Source: an optimization exercise on an open RTL-to-GDS flow (aim: small area, a short achievable clock period and few clock cycles). Production flows keep margins and buffers that such runs may drop. The RTL was checked by simulation tests, not by an equivalence proof against the original design. Power figures rest on the tool's default switching activity, not on a simulated workload.

==> job 170: inputs <==
Design bace, start of the top module:
module bace (
    input  wire        clk,
    input  wire        rst,
    input  wire        req_valid,
    input  wire        req_we,
    input  wire [4:0]  req_addr,
    input  wire [31:0] req_wdata,
    output reg         rsp_valid,
    output reg  [31:0] rsp_rdata,
    output wire        irq
);
clock: 12.0 ns
lec_check: 0
cap_margin: 20
core_margin: 2
core_utilization: 60
cts_cluster_diameter: 80
cts_cluster_size: 30
place_density: 0.7
slew_margin: 20
standard.sh (not shown) runs the stock make flow with config.mk's settings and CLKGATE_MAP_FILE= SYNTH_SCRIPT=/design/flow/synth_recipe.tcl, a recipe that flattens the netlist after the stock synthesis.
==> flow/flow/run.sh <==
#!/bin/bash
# The standard layout, with the timing repair steps aiming at a setup slack
# of 8.5 ns and the port buffers made of buf_4 cells (the design's 12 ns
# clock and constraints are unchanged).
set -euo pipefail
bash standard.sh SETUP_SLACK_MARGIN=8.5 "BUFFER_PORTS_ARGS=-buffer_cell sky130_fd_sc_hd__buf_4" finish > make_finish.log 2>&1
==> job 2517: changes against job 170 <==
--- a/flow/design.v
+++ b/flow/design.v
@@ -17,19 +17,17 @@
     localparam [2:0] E_SHORT        = 3'd6;
     localparam [2:0] Q_IDLE  = 3'd0;
     localparam [2:0] Q_WIN   = 3'd1;    
     localparam [2:0] Q_STEP  = 3'd2;    
     localparam [2:0] Q_SWEEP = 3'd3;    
     localparam [2:0] Q_DRAIN = 3'd4;    
-    localparam [2:0] Q_CHK   = 3'd5;    
     reg         op_v, op_fast, op_rd, op_cmd;
     reg         op_wctrl, op_wlag, op_wthr, op_wsd;
     reg  [4:0]  op_addr;
     reg  [31:0] op_wd;
     reg         k_nop, k_clear, k_push, k_pushb, k_window, k_seek, k_step, k_sweep;
-    reg         k_pp;        
     reg         ie_err, ie_swept;
     reg  [2:0]  errcode;
     reg  [31:0] errcmd_l;    
     reg  [15:0] lagmin;
     reg  [31:0] thresh;
     reg  [31:0] sdata;
@@ -47,16 +45,13 @@
     reg         found, swept;
     reg         last_bit;
     reg         enc_hi, enc_lo;         
     reg         irq_r;
     reg         rsp_pend;
     reg  [2:0]  seq;
-    reg         busy;        
     reg         seq_sweep;
-    reg  [1:0]  kind;        
-    reg         c_winbad, c_done, c_short, c_lag0, c_insuf;
     reg  [9:0]  tgt;
     reg  [479:0] S;
     reg  [9:0]  p;
     reg  [10:0] q;           
     reg  [4:0]  fr;          
     reg  [31:15] fb;         
@@ -65,25 +60,12 @@
     wire        done_f = (pos >= {6'd0, half});
     wire        full_f = len[10];
     wire        errf   = (errcode != 3'd0);
     wire [4:0]  kpairs = (nwords[5:1]) - 5'd1;
     wire [31:0] status = {23'd0, full_f, swept, found, dvalid, done_f,
                           nonfin, edge_f, zstate, errf};
-    wire f_ctrl  = op_fast && op_wctrl;
-    wire f_clr   = op_fast && op_cmd && k_clear;
-    wire f_psh   = op_fast && op_cmd && k_push && !errf;
-    wire f_ie_err   = f_ctrl ? op_wd[0] : ie_err;
-    wire f_ie_swept = f_ctrl ? op_wd[1] : ie_swept;
-    wire f_errf  = f_clr ? 1'b0 : ((f_psh && full_f) ? 1'b1 : errf);
-    wire f_swept = f_clr ? 1'b0 : ((f_psh && !full_f) ? 1'b0 : swept);
-    wire f_full  = f_clr ? 1'b0 : ((f_psh && len == 11'd1023) ? 1'b1 : full_f);
-    wire f_irq   = (f_ie_err & f_errf) | (f_ie_swept & f_swept);
-    wire irq_push = f_errf ? f_irq : (f_full ? (f_ie_err | (f_ie_swept & f_swept)) : 1'b0);
-    wire irq_pred = (req_addr == 5'd0) ? (req_wdata[25] & irq_push) :
-                    (req_addr == 5'd1) ? ((req_wdata[0] & f_errf) | (req_wdata[1] & f_swept)) :
-                    f_irq;
     wire [7:0]  i_opc   = req_wdata[31:24];
     wire [23:0] i_arg   = req_wdata[23:0];
     wire        i_arg0  = (i_arg == 24'd0);
     wire in_clear = (i_opc == 8'h01) && i_arg0;
     wire in_push  = (i_opc == 8'h02) && i_arg0;
     wire in_fast  = req_we && ((req_addr != 5'd0) || in_clear || in_push);
@@ -101,25 +83,23 @@
         k_push   <= in_push;
         k_pushb  <= (i_opc == 8'h03) && (i_arg[23:1] == 23'd0);
         k_window <= (i_opc == 8'h04) && (i_arg[7:0] < 8'd32);
         k_seek   <= (i_opc == 8'h05) && (i_arg[23:16] == 8'd0);
         k_step   <= (i_opc == 8'h06) && i_arg0;
         k_sweep  <= (i_opc == 8'h07) && i_arg0;
-        k_pp     <= req_we && (req_addr == 5'd0) && !f_errf && !f_full &&
-                    (in_push || ((i_opc == 8'h03) && (i_arg[23:1] == 23'd0)));
     end
     wire [31:0] c     = op_wd;
     wire [15:0] w_idx = c[23:8];
     wire [7:0]  w_sh  = c[7:0];
     wire ex_cmd = op_v && op_cmd;
     wire win_bad = (w_idx[15:5] != 11'd0) ||
                    ({1'b0, w_idx[4:0]} >= nwords) ||
                    (w_sh != 8'd0 && ({1'b0, w_idx[4:0]} + 6'd1) >= nwords);
     wire enc_bit  = enc_hi ? 1'b1 : (enc_lo ? 1'b0 : zstate);
     wire push_b   = k_push ? enc_bit : c[0];
-    wire push_ok  = op_v && k_pp;
+    wire push_ok  = ex_cmd && !errf && (k_push || k_pushb) && !full_f;
     wire [4:0] ls = len[4:0];
     reg  [31:0] stage_nx;
     integer k;
     always @(*) begin
         for (k = 0; k < 32; k = k + 1)
             stage_nx[k] = (k[4:0] == ls) ? push_b : ((k[4:0] < ls) ? stage[k] : 1'b0);
@@ -134,53 +114,27 @@
     wire ss = n_sd[31], ts = n_th[31];
     wire n_enc_hi = !nan_s && !nan_t &&
                     ((!ss && !ts && mag_gt) || (!ss && ts && !bz) || (ss && ts && mag_lt));
     wire n_enc_lo = !nan_s && !nan_t &&
                     ((!ss && ts && mag_lt) || (ss && ts && !bz) || (ss && !ts && mag_gt));
     reg         vA;
+    reg  [8:0]  lagA;
     reg  [4:0]  ga [0:29];
     reg         vB;
+    reg  [8:0]  lagB;
     reg  [6:0]  pb [0:5];
     reg         vC;
+    reg  [8:0]  lagC;
     reg  [8:0]  dC;
-    wire [8:0]  lagC = p[8:0] - 9'd3;
     wire [479:0] xa = memv[479:0] ^ S;
     function [4:0] pop16(input [15:0] v);
-        reg t1, t2, t3, t4, t5, t6, t7, t8, t9, t10, t11, t12, t13, t14, t15, t16, t17, t18, t19, t20, t21, t22, t23, t24, t25, t26, t27, t28, t29, t30;
+        integer b;
         begin
-            t1 = v[0] ^ v[10] ^ v[11];
-            t2 = (v[0] & v[10]) | (v[0] & v[11]) | (v[10] & v[11]);
-            t3 = v[12] ^ v[13] ^ v[14];
-            t4 = (v[12] & v[13]) | (v[12] & v[14]) | (v[13] & v[14]);
-            t5 = v[15] ^ v[1] ^ v[2];
-            t6 = (v[15] & v[1]) | (v[15] & v[2]) | (v[1] & v[2]);
-            t7 = v[3] ^ v[4] ^ v[5];
-            t8 = (v[3] & v[4]) | (v[3] & v[5]) | (v[4] & v[5]);
-            t9 = v[6] ^ v[7] ^ v[8];
-            t10 = (v[6] & v[7]) | (v[6] & v[8]) | (v[7] & v[8]);
-            t11 = v[9] ^ t1 ^ t3;
-            t12 = (v[9] & t1) | (v[9] & t3) | (t1 & t3);
-            t13 = t5 ^ t7 ^ t9;
-            t14 = (t5 & t7) | (t5 & t9) | (t7 & t9);
-            t15 = t10 ^ t2 ^ t4;
-            t16 = (t10 & t2) | (t10 & t4) | (t2 & t4);
-            t17 = t6 ^ t8 ^ t12;
-            t18 = (t6 & t8) | (t6 & t12) | (t8 & t12);
-            t19 = t14 ^ t15 ^ t17;
-            t20 = (t14 & t15) | (t14 & t17) | (t15 & t17);
-            t21 = t16 ^ t18 ^ t20;
-            t22 = (t16 & t18) | (t16 & t20) | (t18 & t20);
-            t23 = t11 ^ t13;
-            t24 = t11 & t13;
-            t25 = t19 ^ t24;
-            t26 = t19 & t24;
-            t27 = t21 ^ t26;
-            t28 = t21 & t26;
-            t29 = t22 ^ t28;
-            t30 = t22 & t28;
-            pop16 = {t30, t29, t27, t25, t23};
+            pop16 = 5'd0;
+            for (b = 0; b < 16; b = b + 1)
+                pop16 = pop16 + {4'd0, v[b]};
         end
     endfunction
     reg [14:0] wact;
     integer g;
     always @(posedge clk) begin
         for (g = 0; g < 15; g = g + 1)
@@ -195,24 +149,28 @@
                ((seq == Q_SWEEP) && (p >= lagmin[9:0]) && (p != half));
     wire [8:0] dsum = {2'd0, pb[0]} + {2'd0, pb[1]} + {2'd0, pb[2]} +
                       {2'd0, pb[3]} + {2'd0, pb[4]} + {2'd0, pb[5]};
     always @(posedge clk) begin
         for (g = 0; g < 30; g = g + 1)
             ga[g] <= pop16(xa[16*g +: 16]);
+        lagA <= p[8:0];
         for (g = 0; g < 6; g = g + 1)
             pb[g] <= {2'd0, gm[5*g]} + {2'd0, gm[5*g+1]} + {2'd0, gm[5*g+2]} +
                      {2'd0, gm[5*g+3]} + {2'd0, gm[5*g+4]};
+        lagB <= lagA;
         dC   <= dsum;
+        lagC <= lagB;
         if (rst) begin
             vA <= 1'b0; vB <= 1'b0; vC <= 1'b0;
         end else begin
             vA <= inj; vB <= vA; vC <= vB;
         end
     end
-    wire s_load = !busy;
+    wire s_load = (seq == Q_IDLE);
     wire feed   = q[10] ? 1'b0 : fb[q[9:5]];
+    wire [4:0] fsel = s_load ? 5'd0 : fr;
     integer w;
     always @(posedge clk) begin
         if (s_load) begin
             S  <= memv[479:0];
             p  <= 10'd0;
             q  <= 11'd480;
@@ -221,13 +179,13 @@
             S  <= {feed, S[479:1]};
             p  <= p + 10'd1;
             q  <= q + 11'd1;
             fr <= fr + 5'd1;
         end
         for (w = 15; w < 32; w = w + 1)
-            fb[w] <= s_load ? memv[32*w] : memv[32*w + fr];
+            fb[w] <= memv[32*w + fsel];
     end
     reg [31:0] rd_val;
     always @(*) begin
         case (op_addr)
             5'd1:  rd_val = {30'd0, ie_swept, ie_err};
             5'd2:  rd_val = status;
@@ -260,13 +218,12 @@
     reg         n_edge;
     reg  [31:0] n_win;
     reg  [15:0] n_pos;
     reg  [8:0]  n_dist, n_dlag, n_best_lag, n_best_dist;
     reg         n_dvalid, n_found, n_swept;
     reg  [2:0]  n_seq;
-    reg  [1:0]  n_kind;
     reg         n_seq_sweep;
     reg  [9:0]  n_tgt;
     reg         slow_rsp;        
     task automatic clear_all;
         begin
             n_errcode = 3'd0;
@@ -291,13 +248,13 @@
         n_lagmin = lagmin; n_thresh = thresh; n_sdata = sdata;
         n_zstate = zstate; n_nonfin = nonfin;
         n_len = len; n_nwords = nwords; n_edge = edge_f; n_win = win; n_pos = pos;
         n_dist = dist_r; n_dlag = dlag_r; n_dvalid = dvalid;
         n_best_lag = best_lag; n_best_dist = best_dist;
         n_found = found; n_swept = swept;
-        n_seq = seq; n_seq_sweep = seq_sweep; n_tgt = tgt; n_kind = kind;
+        n_seq = seq; n_seq_sweep = seq_sweep; n_tgt = tgt;
         slow_rsp = 1'b0;
         if (vC) begin
             n_dist   = dC;
             n_dlag   = lagC;
             n_dvalid = 1'b1;
             if (!found || dC < best_dist) begin
@@ -325,52 +282,12 @@
             if (!vA && !vB) begin
                 if (seq_sweep) n_swept = 1'b1;
                 n_seq = Q_IDLE;
                 slow_rsp = 1'b1;
             end
         end
-        Q_CHK: begin
-            n_seq = Q_IDLE;
-            slow_rsp = 1'b1;
-            case (kind)
-            2'd0: begin
-                if (c_winbad) begin
-                    n_errcode = E_RANGE;
-                end else begin
-                    n_seq = Q_WIN;
-                    slow_rsp = 1'b0;
-                end
-            end
-            2'd1: begin
-                if (c_done) begin
-                    n_dvalid = 1'b0;
-                end else if (c_short) begin
-                    n_errcode = E_SHORT;
-                end else begin
-                    n_tgt = pos[9:0];
-                    n_seq = Q_STEP;
-                    n_seq_sweep = 1'b0;
-                    slow_rsp = 1'b0;
-                end
-            end
-            default: begin
-                if (c_lag0) begin
-                    n_errcode = E_LAGMIN;
-                end else if (c_insuf) begin
-                    n_errcode = E_INSUFFICIENT;
-                end else if (c_short) begin
-                    n_errcode = E_SHORT;
-                end else begin
-                    seek(lagmin);
-                    n_seq = Q_SWEEP;
-                    n_seq_sweep = 1'b1;
-                    slow_rsp = 1'b0;
-                end
-            end
-            endcase
-        end
         default: ;
         endcase
         if (op_v) begin
             if (op_wctrl) begin n_ie_err = op_wd[0]; n_ie_swept = op_wd[1]; end
             if (op_wlag) n_lagmin = op_wd[15:0];
             if (op_wthr) n_thresh = op_wd;
@@ -393,35 +310,70 @@
                     end
                     if (len != 11'd0 && push_b != last_bit) n_edge = 1'b1;
                     n_len   = len + 11'd1;
                     if (ls == 5'd0) n_nwords = nwords + 6'd1;
                     n_swept = 1'b0;
                 end
-            end else if (k_window || k_step || k_sweep) begin
-                n_tgt  = {w_idx[4:0], w_sh[4:0]};
-                n_kind = k_window ? 2'd0 : (k_step ? 2'd1 : 2'd2);
-                n_seq  = Q_CHK;
-                slow_rsp = 1'b0;
+            end else if (k_window) begin
+                if (win_bad) begin
+                    n_errcode = E_RANGE;
+                end else begin
+                    n_tgt = {w_idx[4:0], w_sh[4:0]};
+                    n_seq = Q_WIN;
+                    slow_rsp = 1'b0;
+                end
             end else if (k_seek) begin
                 seek(c[15:0]);
+            end else if (k_step) begin
+                if (done_f) begin
+                    n_dvalid = 1'b0;
+                end else if (nwords < 6'd2) begin
+                    n_errcode = E_SHORT;
+                end else begin
+                    n_tgt = pos[9:0];
+                    n_seq = Q_STEP;
+                    n_seq_sweep = 1'b0;
+                    slow_rsp = 1'b0;
+                end
+            end else if (k_sweep) begin
+                if (lagmin == 16'd0) begin
+                    n_errcode = E_LAGMIN;
+                end else if ({5'd0, len} <= {lagmin, 1'b0}) begin
+                    n_errcode = E_INSUFFICIENT;
+                end else if (nwords < 6'd2) begin
+                    n_errcode = E_SHORT;
+                end else begin
+                    seek(lagmin);
+                    n_seq = Q_SWEEP;
+                    n_seq_sweep = 1'b1;
+                    slow_rsp = 1'b0;
+                end
             end else begin
                 n_errcode = E_ILLEGAL;
             end
         end
     end
+    wire f_ctrl  = op_fast && op_wctrl;
+    wire f_clr   = op_fast && op_cmd && k_clear;
+    wire f_psh   = op_fast && op_cmd && k_push && !errf;
+    wire f_ie_err   = f_ctrl ? op_wd[0] : ie_err;
+    wire f_ie_swept = f_ctrl ? op_wd[1] : ie_swept;
+    wire f_errf  = f_clr ? 1'b0 : ((f_psh && full_f) ? 1'b1 : errf);
+    wire f_swept = f_clr ? 1'b0 : ((f_psh && !full_f) ? 1'b0 : swept);
+    wire f_full  = f_clr ? 1'b0 : ((f_psh && len == 11'd1023) ? 1'b1 : full_f);
+    wire f_irq   = (f_ie_err & f_errf) | (f_ie_swept & f_swept);
+    wire irq_push = f_errf ? f_irq : (f_full ? (f_ie_err | (f_ie_swept & f_swept)) : 1'b0);
+    wire irq_pred = (req_addr == 5'd0) ? (req_wdata[25] & irq_push) :
+                    (req_addr == 5'd1) ? ((req_wdata[0] & f_errf) | (req_wdata[1] & f_swept)) :
+                    f_irq;
+    wire irq_cur = (ie_err & errf) | (ie_swept & swept);
     always @(posedge clk) begin
         rsp_rdata <= rd_val;
         enc_hi <= n_enc_hi;
         enc_lo <= n_enc_lo;
         if (ex_cmd && !errf) errcmd_l <= c;
-        c_winbad <= win_bad;
-        c_done   <= done_f;
-        c_short  <= (nwords < 6'd2);
-        c_lag0   <= (lagmin == 16'd0);
-        c_insuf  <= ({5'd0, len} <= {lagmin, 1'b0});
-        kind     <= n_kind;
         if (push_ok) begin
             stage    <= stage_nx;
             last_bit <= push_b;
         end
         if (rst) begin
             op_v      <= 1'b0;
@@ -447,21 +399,20 @@
             dvalid    <= 1'b0;
             best_lag  <= 9'd0;
             best_dist <= 9'd0;
             found     <= 1'b0;
             swept     <= 1'b0;
             seq       <= Q_IDLE;
-            busy      <= 1'b0;
             seq_sweep <= 1'b0;
             tgt       <= 10'd0;
         end else begin
             op_v      <= req_valid;
             op_fast   <= req_valid && in_fast;
             rsp_valid <= (req_valid && in_fast) || (op_v && op_rd) || rsp_pend;
             rsp_pend  <= slow_rsp;
-            irq_r     <= (req_valid && req_we) ? irq_pred : f_irq;
+            irq_r     <= (req_valid && in_fast) ? irq_pred : (op_fast ? irq_r : irq_cur);
             ie_err    <= n_ie_err;
             ie_swept  <= n_ie_swept;
             errcode   <= n_errcode;
             lagmin    <= n_lagmin;
             thresh    <= n_thresh;
             sdata     <= n_sdata;
@@ -477,13 +428,12 @@
             dvalid    <= n_dvalid;
             best_lag  <= n_best_lag;
             best_dist <= n_best_dist;
             found     <= n_found;
             swept     <= n_swept;
             seq       <= n_seq;
-            busy      <= (n_seq != Q_IDLE) && (n_seq != Q_CHK);
             seq_sweep <= n_seq_sweep;
             tgt       <= n_tgt;
         end
     end
     integer m;
     always @(posedge clk) begin
==> flow/run.sh (new file) <==
#!/bin/bash
# synth_recipe.tcl (not shown) runs the flow's synth.tcl, then flattens the netlist and writes it again
# the make line also repeats each setting of config.mk as NAME=value (left out here)
make -C /OpenROAD-flow-scripts/flow DESIGN_CONFIG=/design/flow/config.mk WORK_HOME=/design/flow/orfs CLKGATE_MAP_FILE= SYNTH_SCRIPT=/design/flow/synth_recipe.tcl finish
Settings changed: CORE_UTILIZATION 60 to 40, CTS_CLUSTER_DIAMETER 80 to unset, CTS_CLUSTER_SIZE 30 to unset, PLACE_DENSITY 0.7 to unset.
removed: flow/flow/run.sh
removed: flow/standard.sh
==> results.tsv <==
metric	value	unit
met1 wire length	113000	um
status	complete, no violations	
worst r2r dst	S[388]	
Num CTS Buffers	223	
Sequential Power Share	51.2	%
Worst R2R Start	seq[2]	
Final Cell Area	108000	um2
dpl ws	7260	ps
simple-gate share of the synthesized area	12.8	%
WL/cell	22.7	um
crit share post-route	35.8	%
postcts setup bufs	0	
That was job 2517.
==> results.tsv <==
metric	value	unit
postcts setup bufs	1	
Worst R2R Start	memv[382]	
worst r2r dst	ga[23][3]	
met1 wire length	94200	um
Sequential Power Share	62.7	%
crit share post-route	30.2	%
detailed placement HPWL	142000	um
status	complete, no violations	
Num CTS Buffers	104	
dpl ws	7310	ps
WL/cell	26.0	um
That was job 170.
Testbench counts of job 170, summed over its fixed seeds: cycles 42,749.
Testbench counts of job 2517, summed over its fixed seeds: cycles 42,731.

## afterwards: timing with drivers on the ports
The flow's constraints put no driver on any port. The routed layouts listed below were extracted and timed again, unchanged, in two steps. Step 1 (the two cells are an assumption about what drives the block):
set clk [get_ports {clk}]
set_driving_cell -lib_cell sky130_fd_sc_hd__clkbuf_16 $clk
set_driving_cell -lib_cell sky130_fd_sc_hd__buf_2 [delete_from_list [all_inputs] $clk]
Step 2, shift: input delay + t, output delay - t, t = (earliest + latest rising clock arrival at the registers) / 2. This alone moves slack from input paths to output paths. a / b / c = no drivers / after step 1 / after step 2; a / b = the first two.
run | t, ns | setup WS [ns] | clock arrival spread, ns | worst slew at a driven data input, ns
job 170 | 0.848 | 8.370 / 8.288 / 7.829 | 0.048 / 0.048 | 0.04
job 2517 | 0.928 | 7.709 / 7.709 / 7.191 | 0.053 / 0.053 | 0.05
After both steps setup and hold are still met in every run listed. For job 170, which loses most, drivers alone change the setup slack by -0.082 ns; drivers and shift together by -0.541 ns.
